Background: an optimization exercise with open tools, aiming at small area, a short achievable clock period and few clock cycles per item. Do not read the settings as production practice.
RTL that was checked went through simulation tests only; none was proved equivalent to the original.
No activity file was given, so power comes from the tool's default toggle rates.

== run 1 ==
==> flow/design.v (excerpt) <==
module sge_fec_esc (
    input  wire       clk,
    input  wire       rst,
    input  wire       in_valid,
    output wire       in_ready,
    input  wire [7:0] in_data,
    input  wire       in_last,
    output wire       out_valid,
    input  wire       out_ready,
    output wire [7:0] out_data,
    output wire       out_last
);
For scale: about 990 cells after synthesis, roughly 330 flip-flops, ~15,000 sq um of cells after synthesis.
Settings: LEC_CHECK=0, CAP_MARGIN=20, CORE_MARGIN=2, CORE_UTILIZATION=70, CTS_BUF_LIST=sky130_fd_sc_hd__clkbuf_8, CTS_CLUSTER_DIAMETER=40, CTS_CLUSTER_SIZE=16, SETUP_SLACK_MARGIN=2.2, SLEW_MARGIN=20; clock period 4.0 ns.
run.sh (not shown) runs the stock make flow with config.mk's settings and CLKGATE_MAP_FILE= SYNTH_SCRIPT=/design/flow/synth_recipe.tcl, a recipe that flattens the netlist after the stock synthesis.
Testbench counts of run 1, summed over its fixed seeds: cycles 31,336, out bytes 31,088.
Modified inputs, run 2 compared to run 1
- SETUP_SLACK_MARGIN: 2.2 -> 2.0
- CORE_UTILIZATION: 70 -> 65
Findings:
Compared with run 1, in run 2 non-clock inverter instance count of the final layout lower; final design instance area without fill now smaller. Footprint of the flip-flops and latches essentially unchanged between run 1 and run 2. Non-clock buffer count (run 2 vs. run 1) decreases by more than a quarter. Against run 1, run 2 reports a clock network fraction of design power that is higher. Per the comparison of run 2 with run 1, via count of the first global-routing pass decreased by about 6% relative to the old numbers; overall die height increased by about 3.7% relative to the old numbers; period utilization decreased by 1.8 points relative to the old numbers; area added between synthesis and finish decreased by 5.4 points relative to the old numbers. Combinational power ends up lower on run 2. Die width: run 2 > run 1.
For run 3, these inputs were changed with respect to run 2:
- swapping 65 for 70 in CORE_UTILIZATION
Findings:
The final layouts of run 2 and run 3 pass the timing, DRC and antenna checks. The post-cts resize count in run 3 sits 10% below the value recorded for run 2. Diff run 2 -> run 3 | number of clock buffers in the layout | decrease of 1. Core util | run 3 vs run 2 | run 3 higher. Shortest clock period the worst path allows after layout ends up higher on run 2. Summary of run 3 over run 2: wire length has increased, part of the total power dissipated in combinational logic higher, depth of the critical timing path with buffers and inverters included lower.
Setup changes, run 3 to run 4
- SETUP_SLACK_MARGIN now 2.2, was 2.0
- CTS_CLUSTER_SIZE now 20, was 16
- CTS_CLUSTER_DIAMETER now 50, was 40
==> run notes <==
Against run 3, run 4 reports a register-to-register slack that is lower. Total power consumption of the routed design ends up lower on run 4. As far as area of the die goes, run 3 and run 4 are indistinguishable; the numbers are identical. Relative to run 3, delay of the slowest cell on the worst path decreased by 0.06 ns in run 4. Between run 3 and run 4, the flow reports count of placed standard cells including taps increasing slightly.
diff inputs: run 4 => run 5
- swapping 2.2 for 2.1 in SETUP_SLACK_MARGIN
- swapping 20 for 16 in CTS_CLUSTER_SIZE
- swapping 50 for 40 in CTS_CLUSTER_DIAMETER
Findings:
Relative to run 4, clock power share has increased by 1.9 points in run 5. [run 5 vs run 4] share of total power in combinational logic: lower in run 5. [compare] base=run 4 new=run 5: post-route minimum period decreased by 0.11 ns relative to the old numbers; worst hold slack fell by 0.0063 ns. Diff run 5..run 4 | placeable core region | unchanged. Compared with run 4, in run 5 total routed wirelength lost about 3.8%, worst reg2reg path depth barely changed.

========
red:
Another version of the RTL of sge_fec_esc (not shown whole).
Size: about 950 cells after synthesis, roughly 320 flip-flops, ~24 I/O pins, ~15000 sq um of cells after synthesis.
export LEC_CHECK = 0
export CAP_MARGIN = 20
export CORE_MARGIN = 2
export CORE_UTILIZATION = 70
export SETUP_SLACK_MARGIN = 1.8
export SLEW_MARGIN = 20
create_clock -name core_clock -period 4.0 [get_ports {clk}]
Modified inputs, blue compared to red
diff --git a/flow/config.mk b/flow/config.mk
--- a/flow/config.mk
+++ b/flow/config.mk
@@ -7,2 +7,3 @@
 export LEC_CHECK = 0
+export ABC_CLOCK_PERIOD_IN_PS = 1800
 export CAP_MARGIN = 20
==> run notes <==
- red -> blue: logic depth of the worst register-to-register path delta 0, exact match
- First-pass GRT wire length: blue vs red identical
- Diff red..blue | cell area | unchanged
- blue against red: data required time at the worst endpoint comparable, area of the mapped netlist barely changed, hold violation total from the final report essentially unchanged, setup slack of the critical path after layout level, complex-gate fraction of the synthesized area saw little to no change.
No run of this note included a check of the RTL's function; only the layout flow was run.

-- separate check: timing with driven ports --
The flow's constraints put no driver on any port. The routed layouts listed below were extracted and timed again, unchanged, in two steps.
Step 1, drivers: a clkbuf_16 drives clk and a buf_2 each remaining input, both assumed.
Step 2 times the ports against the registers' clock, not the clock port: input delays grow and output delays shrink by t, the midpoint of the rising clock arrivals with the driver on.
Three values: ideal ports, drivers, drivers and shift; two values: the first two.
| run | t, ns | slack for setup (ns) | latest minus earliest clock arrival (ns) |
|---|---|---|---|
| run 1 | 0.625 | 1.897 / 1.897 / 1.611 | 0.037 / 0.037 |
| run 2 | 0.621 | 1.970 / 1.970 / 1.528 | 0.025 / 0.025 |
| run 3 | 0.607 | 2.013 / 2.008 / 1.459 | 0.030 / 0.030 |
| run 4 | 0.658 | 1.872 / 1.872 / 1.585 | 0.040 / 0.040 |
| run 5 | 0.610 | 1.985 / 1.985 / 1.565 | 0.027 / 0.028 |
| red | 0.575 | 1.597 / 1.597 / 1.352 | 0.030 / 0.030 |
| blue | 0.575 | 1.597 / 1.597 / 1.352 | 0.030 / 0.030 |
After both steps setup and hold are still met in every run listed. The setup slack of run 3, which loses most, moves by -0.005 ns with the drivers and by -0.554 ns with both steps.
